This is an optimization exercise on Yosys and OpenROAD, whose aim is a short achievable clock period and few clock cycles, not a production implementation.
Function was checked by simulation only, so behaviour that the tests miss may differ from the original.
Power and IR drop assume default switching activity.

==> inputs of run Z <==
// raster_block
module raster_block (
    input  wire        clk,
    input  wire        rst,           
    input  wire        reg_valid,
    input  wire        reg_write,
    input  wire [5:0]  reg_addr,
    input  wire [31:0] reg_wdata,
    output reg  [31:0] reg_rdata,
    output wire        reg_berr,
    output wire        pix_re,
    output wire [15:0] pix_addr,
    input  wire [7:0]  pix_rdata,
    output wire        bmp_re,
    output wire        bmp_we,
    output wire [12:0] bmp_addr,
    output wire [7:0]  bmp_wdata,
    input  wire [7:0]  bmp_rdata,
    output wire        out_we,
    output wire [14:0] out_addr,
    output wire [7:0]  out_wdata,
    output wire        busy_o
);
Settings: LEC_CHECK=0, ABC_CLOCK_PERIOD_IN_PS=5000, CAP_MARGIN=20, CORE_MARGIN=2, CORE_UTILIZATION=40, PLACE_DENSITY=0.6, SLEW_MARGIN=20; clock period 11.0 ns.
standard.sh (not shown) runs the stock make flow with config.mk's settings and CLKGATE_MAP_FILE= SYNTH_SCRIPT=/design/flow/synth_recipe.tcl, a recipe that flattens the netlist after the stock synthesis.
==> flow/flow/run.sh <==
#!/bin/bash
set -euo pipefail
bash standard.sh SETUP_SLACK_MARGIN=6.5 \
  "PLACE_PINS_ARGS=-group_pins {reg_valid reg_berr reg_addr* reg_rdata*}" \
  finish > standard_flow.log 2>&1
==> run D: changes against run Z <==
--- a/flow/design.v
+++ b/flow/design.v
@@ -50,40 +50,33 @@
     localparam [2:0] CHK_LAST = 3'd7;
     reg        busy, done, errf, ovr;
     reg [15:0] err;
     reg [31:0] width, height, thresh, bmp_w, bmp_h;
     reg [14:0] out_len;        
     reg [31:0] pending;
     wire [7:0] op = pending[7:0];
-    reg [31:0] p_width, p_height, p_bmp_w, p_bmp_h;
-    reg [7:0]  p_thresh;
-    reg        p_thr;
     wire addr_ok = (reg_addr[1:0] == 2'b00) && (reg_addr <= A_OUTCAP);
     assign reg_berr = reg_valid && !addr_ok;
     wire wr = reg_valid && reg_write && addr_ok;
-    wire [15:0] rsel;
-    genvar gi;
-    generate
-        for (gi = 0; gi < 16; gi = gi + 1) begin : g_rsel
-            assign rsel[gi] = (reg_addr[5:2] == gi);
-        end
-    endgenerate
     always @(*) begin
-        reg_rdata = ({32{rsel[1]}}  & {28'd0, ovr, errf, done, busy}) |
-                    ({32{rsel[2]}}  & {16'd0, err}) |
-                    ({32{rsel[3]}}  & width) |
-                    ({32{rsel[4]}}  & height) |
-                    ({32{rsel[5]}}  & thresh) |
-                    ({32{rsel[6]}}  & bmp_w) |
-                    ({32{rsel[7]}}  & bmp_h) |
-                    ({32{rsel[8]}}  & {3'd0, bmp_w[31:3]}) |
-                    ({32{rsel[9]}}  & {17'd0, out_len}) |
-                    ({32{rsel[10]}} & PIX_CAP) |
-                    ({32{rsel[11]}} & BMP_CAP) |
-                    ({32{rsel[12]}} & OUT_CAP);
+        case (reg_addr[5:2])
+            4'd1:  reg_rdata = {28'd0, ovr, errf, done, busy};
+            4'd2:  reg_rdata = {16'd0, err};
+            4'd3:  reg_rdata = width;
+            4'd4:  reg_rdata = height;
+            4'd5:  reg_rdata = thresh;
+            4'd6:  reg_rdata = bmp_w;
+            4'd7:  reg_rdata = bmp_h;
+            4'd8:  reg_rdata = {3'd0, bmp_w[31:3]};
+            4'd9:  reg_rdata = {17'd0, out_len};
+            4'd10: reg_rdata = PIX_CAP;
+            4'd11: reg_rdata = BMP_CAP;
+            4'd12: reg_rdata = OUT_CAP;
+            default: reg_rdata = 32'd0;
+        endcase
     end
     function [7:0] hex_char(input [3:0] n);
         hex_char = (n < 4'd10) ? (8'h30 + {4'd0, n}) : (8'h37 + {4'd0, n});
     endfunction
     function [2:0] ndig(input [16:0] n);
         if (n >= 17'd10000)     ndig = 3'd5;
         else if (n >= 17'd1000) ndig = 3'd4;
@@ -178,35 +171,36 @@
         case (i)
             5'd0: zpl_tail = 8'h0A;
             5'd1: zpl_tail = 8'h5E;
             5'd2: zpl_tail = 8'h58;
             default: zpl_tail = 8'h5A;
         endcase
     endfunction
-    reg        r_wz, r_wa, r_hz, r_big1, r_big2, r_big3, r_big4;
+    reg        r_thr, r_wz, r_wa, r_hz, r_big1, r_big2, r_big3, r_big4;
     reg [15:0] r_pp0, r_pp1, r_pp2, r_pp3, r_pp4, r_pp5, r_pp6;
     reg [17:0] r_q0, r_q1, r_q2;
     reg [15:0] r_q3;
     reg [21:0] r_u0, r_u1;
     reg [27:0] r_prod;
     reg        r_cap;
     reg [12:0] r_tlast;        
     reg [15:0] r_lastp;        
     always @(posedge clk) begin
-                r_wz   <= (p_width == 32'd0);
-        r_wa   <= (p_width[2:0] != 3'd0);
-        r_hz   <= (p_height == 32'd0);
-        r_big1 <= (p_width[31:3] > 29'd8192) || (p_height > 32'd8192);
-        r_pp0  <= pp2(p_width[16:3], p_height[1:0]);
-        r_pp1  <= pp2(p_width[16:3], p_height[3:2]);
-        r_pp2  <= pp2(p_width[16:3], p_height[5:4]);
-        r_pp3  <= pp2(p_width[16:3], p_height[7:6]);
-        r_pp4  <= pp2(p_width[16:3], p_height[9:8]);
-        r_pp5  <= pp2(p_width[16:3], p_height[11:10]);
-        r_pp6  <= pp2(p_width[16:3], p_height[13:12]);
+        r_thr  <= (thresh[31:8] != 24'd0);
+        r_wz   <= (width == 32'd0);
+        r_wa   <= (width[2:0] != 3'd0);
+        r_hz   <= (height == 32'd0);
+        r_big1 <= (width[31:3] > 29'd8192) || (height > 32'd8192);
+        r_pp0  <= pp2(width[16:3], height[1:0]);
+        r_pp1  <= pp2(width[16:3], height[3:2]);
+        r_pp2  <= pp2(width[16:3], height[5:4]);
+        r_pp3  <= pp2(width[16:3], height[7:6]);
+        r_pp4  <= pp2(width[16:3], height[9:8]);
+        r_pp5  <= pp2(width[16:3], height[11:10]);
+        r_pp6  <= pp2(width[16:3], height[13:12]);
         r_big2 <= r_big1;
         r_q0   <= {2'd0, r_pp0} + {r_pp1, 2'd0};
         r_q1   <= {2'd0, r_pp2} + {r_pp3, 2'd0};
         r_q2   <= {2'd0, r_pp4} + {r_pp5, 2'd0};
         r_q3   <= r_pp6;
         r_big3 <= r_big2;
         r_u0   <= {4'd0, r_q0} + {r_q1, 4'd0};
@@ -227,27 +221,27 @@
     reg [13:0] e_t;            
     reg [12:0] e_tlast;        
     reg [2:0]  e_dw, e_db, e_dt;
     reg [14:0] e_lesc;         
     reg [15:0] e_lzpl;         
     reg        e_zfail;
     always @(posedge clk) begin
-        e_wz   <= (p_bmp_w == 32'd0);
-        e_wa   <= (p_bmp_w[2:0] != 3'd0);
-        e_hz   <= (p_bmp_h == 32'd0);
-        e_big1 <= (p_bmp_w[31:3] > 29'd8192) || (p_bmp_h > 32'd8192);
-        e_pp0  <= pp2(p_bmp_w[16:3], p_bmp_h[1:0]);
-        e_pp1  <= pp2(p_bmp_w[16:3], p_bmp_h[3:2]);
-        e_pp2  <= pp2(p_bmp_w[16:3], p_bmp_h[5:4]);
-        e_pp3  <= pp2(p_bmp_w[16:3], p_bmp_h[7:6]);
-        e_pp4  <= pp2(p_bmp_w[16:3], p_bmp_h[9:8]);
-        e_pp5  <= pp2(p_bmp_w[16:3], p_bmp_h[11:10]);
-        e_pp6  <= pp2(p_bmp_w[16:3], p_bmp_h[13:12]);
-        e_dw   <= ndig(p_bmp_w[16:0]);
-        e_db   <= ndig({3'd0, p_bmp_w[16:3]});
+        e_wz   <= (bmp_w == 32'd0);
+        e_wa   <= (bmp_w[2:0] != 3'd0);
+        e_hz   <= (bmp_h == 32'd0);
+        e_big1 <= (bmp_w[31:3] > 29'd8192) || (bmp_h > 32'd8192);
+        e_pp0  <= pp2(bmp_w[16:3], bmp_h[1:0]);
+        e_pp1  <= pp2(bmp_w[16:3], bmp_h[3:2]);
+        e_pp2  <= pp2(bmp_w[16:3], bmp_h[5:4]);
+        e_pp3  <= pp2(bmp_w[16:3], bmp_h[7:6]);
+        e_pp4  <= pp2(bmp_w[16:3], bmp_h[9:8]);
+        e_pp5  <= pp2(bmp_w[16:3], bmp_h[11:10]);
+        e_pp6  <= pp2(bmp_w[16:3], bmp_h[13:12]);
+        e_dw   <= ndig(bmp_w[16:0]);
+        e_db   <= ndig({3'd0, bmp_w[16:3]});
         e_big2 <= e_big1;
         e_q0   <= {2'd0, e_pp0} + {e_pp1, 2'd0};
         e_q1   <= {2'd0, e_pp2} + {e_pp3, 2'd0};
         e_q2   <= {2'd0, e_pp4} + {e_pp5, 2'd0};
         e_q3   <= e_pp6;
         e_big3 <= e_big2;
         e_u0   <= {4'd0, e_q0} + {e_q1, 4'd0};
@@ -264,21 +258,21 @@
         e_zfail <= (e_lzpl > OUT_CAP[15:0]);
     end
     reg [36:0] w_s1, w_s2, w_s3, w_s4, w_s5;
     reg [36:0] b_s1, b_s2, b_s3, b_s4;
     reg [36:0] t_s1, t_s2, t_s3, t_s4;
     reg [19:0] norm_w, norm_b, norm_t;
     always @(posedge clk) begin
-        w_s1 <= dd(dd(dd(dd({20'd0, p_bmp_w[16:0]}))));
+        w_s1 <= dd(dd(dd(dd({20'd0, bmp_w[16:0]}))));
         w_s2 <= dd(dd(dd(dd(w_s1))));
         w_s3 <= dd(dd(dd(w_s2)));
         w_s4 <= dd(dd(dd(w_s3)));
         w_s5 <= dd(dd(dd(w_s4)));
         norm_w <= bcd_norm(w_s5[36:17], e_dw);
-        b_s1 <= dd(dd(dd(dd({20'd0, p_bmp_w[16:3], 3'd0}))));
+        b_s1 <= dd(dd(dd(dd({20'd0, bmp_w[16:3], 3'd0}))));
         b_s2 <= dd(dd(dd(dd(b_s1))));
         b_s3 <= dd(dd(dd(b_s2)));
         b_s4 <= dd(dd(dd(b_s3)));
         norm_b <= bcd_norm(b_s4[36:17], e_db);
         t_s1 <= dd(dd(dd(dd({20'd0, e_t, 3'd0}))));
         t_s2 <= dd(dd(dd(dd(t_s1))));
         t_s3 <= dd(dd(dd(t_s2)));
@@ -303,15 +297,15 @@
     reg [4:0]  idx;
     reg [12:0] dj;             
     reg [1:0]  nsel;           
     reg [19:0] nsr;            
     reg [2:0]  nrem;           
     reg        hl;             
     reg [7:0]  lo_char;
-    wire pbit = (pix_rdata < p_thresh);
+    wire pbit = (pix_rdata < thresh[7:0]);
     wire is_enc = (pending[31:8] == 24'd0) && (op == 8'h02 || op == 8'h03);
     assign pix_re    = pix_re_q;
     assign pix_addr  = pa;
     assign bmp_re    = bre;
     assign bmp_we    = bwe;
     assign bmp_addr  = baddr;
     assign bmp_wdata = wb;
@@ -407,15 +401,15 @@
                     cw <= cw + 3'd1;
                     if (cw == 3'd4)
                         lp_ok <= 1'b1;
                     if (cw == CHK_LAST) begin
                         if (pending[31:8] != 24'd0)
                             fail(K_ILLEGAL, D_RSVD);
                         else if (op == 8'h01) begin
-                            if (p_thr)      fail(K_INVALID, D_THRESH);
+                            if (r_thr)      fail(K_INVALID, D_THRESH);
                             else if (r_wz)  fail(K_INVALID, D_WZERO);
                             else if (r_wa)  fail(K_INVALID, D_WALIGN);
                             else if (r_hz)  fail(K_INVALID, D_HZERO);
                             else if (r_cap) fail(K_CAPACITY, D_PIXCAP);
                             else            state <= S_RAST;
                         end else if (op == 8'h02 || op == 8'h03) begin
                             if (e_wz)       fail(K_INVALID, D_BWZERO);
@@ -437,15 +431,15 @@
                     if (bwe && blast) begin
                         bmp_w <= width;
                         bmp_h <= height;
                         succeed;
                     end
                 end
                 S_EHDR: begin
-                    emit(esc_hdr(idx[3:0], p_bmp_w[16:3], p_bmp_h[15:0]));
+                    emit(esc_hdr(idx[3:0], bmp_w[16:3], bmp_h[15:0]));
                     idx <= idx + 5'd1;
                     if (idx == 5'd11) begin
                         bre   <= 1'b1;
                         baddr <= 13'd0;
                     end
                     if (idx == 5'd12) begin
                         state <= S_EDAT;
@@ -558,20 +552,14 @@
                 default: state <= S_IDLE;
             endcase
             if (wr && reg_addr == A_CMD) begin
                 if (busy) begin
                     ovr <= 1'b1;
                 end else begin
                     pending  <= reg_wdata;
-                    p_width  <= width;
-                    p_height <= height;
-                    p_thresh <= thresh[7:0];
-                    p_thr    <= (thresh[31:8] != 24'd0);
-                    p_bmp_w  <= bmp_w;
-                    p_bmp_h  <= bmp_h;
                     busy     <= 1'b1;
                     done     <= 1'b0;
                     errf     <= 1'b0;
                     err      <= 16'd0;
                     state    <= S_CHK;
                     cw       <= 3'd0;
                     lp_ok    <= 1'b0;
==> run B: changes against run Z <==
--- a/flow/design.v
+++ b/flow/design.v
@@ -56,34 +56,40 @@
     wire [7:0] op = pending[7:0];
     reg [31:0] p_width, p_height, p_bmp_w, p_bmp_h;
     reg [7:0]  p_thresh;
     reg        p_thr;
     wire addr_ok = (reg_addr[1:0] == 2'b00) && (reg_addr <= A_OUTCAP);
     assign reg_berr = reg_valid && !addr_ok;
     wire wr = reg_valid && reg_write && addr_ok;
-    wire [15:0] rsel;
-    genvar gi;
-    generate
-        for (gi = 0; gi < 16; gi = gi + 1) begin : g_rsel
-            assign rsel[gi] = (reg_addr[5:2] == gi);
-        end
-    endgenerate
+    reg [31:0] rd_g0, rd_g1, rd_g2;
     always @(*) begin
-        reg_rdata = ({32{rsel[1]}}  & {28'd0, ovr, errf, done, busy}) |
-                    ({32{rsel[2]}}  & {16'd0, err}) |
-                    ({32{rsel[3]}}  & width) |
-                    ({32{rsel[4]}}  & height) |
-                    ({32{rsel[5]}}  & thresh) |
-                    ({32{rsel[6]}}  & bmp_w) |
-                    ({32{rsel[7]}}  & bmp_h) |
-                    ({32{rsel[8]}}  & {3'd0, bmp_w[31:3]}) |
-                    ({32{rsel[9]}}  & {17'd0, out_len}) |
-                    ({32{rsel[10]}} & PIX_CAP) |
-                    ({32{rsel[11]}} & BMP_CAP) |
-                    ({32{rsel[12]}} & OUT_CAP);
+        case (reg_addr[3:2])
+            2'd0: rd_g0 = 32'd0;
+            2'd1: rd_g0 = {28'd0, ovr, errf, done, busy};
+            2'd2: rd_g0 = {16'd0, err};
+            default: rd_g0 = width;
+        endcase
+        case (reg_addr[3:2])
+            2'd0: rd_g1 = height;
+            2'd1: rd_g1 = thresh;
+            2'd2: rd_g1 = bmp_w;
+            default: rd_g1 = bmp_h;
+        endcase
+        case (reg_addr[3:2])
+            2'd0: rd_g2 = {3'd0, bmp_w[31:3]};
+            2'd1: rd_g2 = {17'd0, out_len};
+            2'd2: rd_g2 = PIX_CAP;
+            default: rd_g2 = BMP_CAP;
+        endcase
+        case (reg_addr[5:4])
+            2'd0: reg_rdata = rd_g0;
+            2'd1: reg_rdata = rd_g1;
+            2'd2: reg_rdata = rd_g2;
+            default: reg_rdata = OUT_CAP;
+        endcase
     end
     function [7:0] hex_char(input [3:0] n);
         hex_char = (n < 4'd10) ? (8'h30 + {4'd0, n}) : (8'h37 + {4'd0, n});
     endfunction
     function [2:0] ndig(input [16:0] n);
         if (n >= 17'd10000)     ndig = 3'd5;
         else if (n >= 17'd1000) ndig = 3'd4;
==> flow/flow/run.sh (replaced) <==
#!/bin/bash
set -euo pipefail
bash standard.sh SETUP_SLACK_MARGIN=6.5 \
  "PLACE_PINS_ARGS=-group_pins {reg_rdata[0] reg_rdata[1] reg_rdata[2] reg_rdata[3] reg_rdata[4] reg_rdata[5] reg_rdata[6] reg_rdata[7] reg_rdata[8] reg_rdata[9] reg_rdata[10] reg_rdata[11] reg_rdata[12] reg_rdata[13] reg_rdata[14] reg_rdata[15] reg_valid reg_berr reg_addr[5] reg_addr[4] reg_addr[3] reg_addr[2] reg_addr[1] reg_addr[0] reg_rdata[16] reg_rdata[17] reg_rdata[18] reg_rdata[19] reg_rdata[20] reg_rdata[21] reg_rdata[22] reg_rdata[23] reg_rdata[24] reg_rdata[25] reg_rdata[26] reg_rdata[27] reg_rdata[28] reg_rdata[29] reg_rdata[30] reg_rdata[31]}" \
  finish > standard_flow.log 2>&1
- GPL_ROUTABILITY_DRIVEN: default -> 0
- GPL_TIMING_DRIVEN: default -> 1
==> run E: changes against run Z <==
--- a/flow/design.v
+++ b/flow/design.v
@@ -56,34 +56,40 @@
     wire [7:0] op = pending[7:0];
     reg [31:0] p_width, p_height, p_bmp_w, p_bmp_h;
     reg [7:0]  p_thresh;
     reg        p_thr;
     wire addr_ok = (reg_addr[1:0] == 2'b00) && (reg_addr <= A_OUTCAP);
     assign reg_berr = reg_valid && !addr_ok;
     wire wr = reg_valid && reg_write && addr_ok;
-    wire [15:0] rsel;
-    genvar gi;
-    generate
-        for (gi = 0; gi < 16; gi = gi + 1) begin : g_rsel
-            assign rsel[gi] = (reg_addr[5:2] == gi);
-        end
-    endgenerate
+    reg [31:0] rd_g0, rd_g1, rd_g2;
     always @(*) begin
-        reg_rdata = ({32{rsel[1]}}  & {28'd0, ovr, errf, done, busy}) |
-                    ({32{rsel[2]}}  & {16'd0, err}) |
-                    ({32{rsel[3]}}  & width) |
-                    ({32{rsel[4]}}  & height) |
-                    ({32{rsel[5]}}  & thresh) |
-                    ({32{rsel[6]}}  & bmp_w) |
-                    ({32{rsel[7]}}  & bmp_h) |
-                    ({32{rsel[8]}}  & {3'd0, bmp_w[31:3]}) |
-                    ({32{rsel[9]}}  & {17'd0, out_len}) |
-                    ({32{rsel[10]}} & PIX_CAP) |
-                    ({32{rsel[11]}} & BMP_CAP) |
-                    ({32{rsel[12]}} & OUT_CAP);
+        case (reg_addr[3:2])
+            2'd0: rd_g0 = 32'd0;
+            2'd1: rd_g0 = {28'd0, ovr, errf, done, busy};
+            2'd2: rd_g0 = {16'd0, err};
+            default: rd_g0 = width;
+        endcase
+        case (reg_addr[3:2])
+            2'd0: rd_g1 = height;
+            2'd1: rd_g1 = thresh;
+            2'd2: rd_g1 = bmp_w;
+            default: rd_g1 = bmp_h;
+        endcase
+        case (reg_addr[3:2])
+            2'd0: rd_g2 = {3'd0, bmp_w[31:3]};
+            2'd1: rd_g2 = {17'd0, out_len};
+            2'd2: rd_g2 = PIX_CAP;
+            default: rd_g2 = BMP_CAP;
+        endcase
+        case (reg_addr[5:4])
+            2'd0: reg_rdata = rd_g0;
+            2'd1: reg_rdata = rd_g1;
+            2'd2: reg_rdata = rd_g2;
+            default: reg_rdata = OUT_CAP;
+        endcase
     end
     function [7:0] hex_char(input [3:0] n);
         hex_char = (n < 4'd10) ? (8'h30 + {4'd0, n}) : (8'h37 + {4'd0, n});
     endfunction
     function [2:0] ndig(input [16:0] n);
         if (n >= 17'd10000)     ndig = 3'd5;
         else if (n >= 17'd1000) ndig = 3'd4;
==> comparison table <==
Count of non-CTS buffers in the layout: run B 254; run E 253; run D 350; run Z 294
Number of sinks handled by clock tree synthesis: run B 1,344; run E 1,344; run D 1,208; run Z 1,344
Cells after Synth: run B 7,412; run E 7,412; run D 7,405; run Z 7,532
Crit share post-route: run B 52.7%; run E 52.2%; run D 53.6%; run Z 53.2%
Storage cell area: run B 29,700 µm²; run E 29,700 µm²; run D 25,600 µm²; run Z 29,700 µm²
Later-pin clock latency in the skew report: run B 0.80 ns; run E 0.80 ns; run D 0.82 ns; run Z 0.84 ns
Placement Rows: run B 153; run E 153; run D 148; run Z 152
Cell Area, Synth: run B 69,600 µm²; run E 69,600 µm²; run D 65,300 µm²; run Z 69,400 µm²
Worst min-delay path endpoint: run B r_q3[6]; run E r_big3; run D w_s4[16]; run Z r_q3[2]
Final cell count without fillers: run B 9,997; run E 9,992; run D 9,881; run Z 10,100
Routed length on met2: run B 88,800 µm; run E 91,400 µm; run D 91,500 µm; run Z 91,400 µm
Routed length on met3: run B 14,800 µm; run E 11,500 µm; run D 14,500 µm; run Z 13,700 µm
Area occupied by multi-input gates: run B 37,800 µm²; run E 37,800 µm²; run D 37,500 µm²; run Z 37,500 µm²
Clk network pwr share: run B 41.3%; run E 41.5%; run D 49.7%; run Z 44.7%
Fraction of area in non-clock buffers: run B 3.37%; run E 3.13%; run D 4.42%; run Z 3.77%
Result of the run: run B finished clean; run E finished clean; run D finished clean; run Z finished clean
Effective utilization at floorplan: run B 40.2%; run E 40.2%; run D 40.2%; run Z 40.3%
Met1 demand-to-capacity share in global routing: run B 28.3%; run E 29.2%; run D 30.6%; run Z 30.7%
Cell internal pwr: run B 9.15 mW; run E 9.21 mW; run D 7.40 mW; run Z 8.76 mW
Net Sw Frac: run B 27.1%; run E 27.1%; run D 22.9%; run Z 25.3%
Sequential fraction of total cell area: run B 37.2%; run E 37.2%; run D 33.9%; run Z 37.1%
Post-Synth XOR/XNOR Area: run B 6.54%; run E 6.54%; run D 7.11%; run Z 6.70%
Testbench counts of run Z, summed over its fixed seeds: cycles 1,103,036.
Testbench counts of run D, summed over its fixed seeds: cycles 1,103,036.
Testbench counts of run B, summed over its fixed seeds: cycles 1,103,036.
Testbench counts of run E, summed over its fixed seeds: cycles 1,103,036.

separate check: timing with driven ports:
The flow's constraints put no driver on any port. The routed layouts listed below were extracted and timed again, unchanged, in two steps.
Step 1 (the two cells are an assumption about what drives the block):
set clk [get_ports {clk}]
set_driving_cell -lib_cell sky130_fd_sc_hd__clkbuf_16 $clk
set_driving_cell -lib_cell sky130_fd_sc_hd__buf_2 [delete_from_list [all_inputs] $clk]
Step 2 adds t to the input delays and takes it off the output delays; t is the mean of the earliest and latest rising clock arrival at the registers after step 1. Input paths then give back, and output paths get back, about the clock's delay inside the block.
Three values: no drivers, after step 1, after step 2; two values: the first two.
| run | t (ns) | setup WS [ns] | worst hold slack (ns) | worst setup path after step 2 |
|---|---|---|---|---|
| run Z | 0.895 | 5.153 / 5.097 / 5.097 | 0.319 / 0.319 / 0.319 | input to output |
| run D | 0.869 | 5.102 / 5.036 / 5.036 | 0.319 / 0.319 / 0.319 | input to output |
| run B | 0.867 | 5.207 / 5.121 / 5.121 | 0.323 / 0.323 / 0.323 | input to output |
| run E | 0.861 | 5.258 / 5.180 / 5.180 | 0.300 / 0.300 / 0.300 | input to output |
After both steps setup and hold are still met in every run listed. For run B, which loses most, drivers alone change the setup slack by -0.086 ns; drivers and shift together by -0.086 ns.
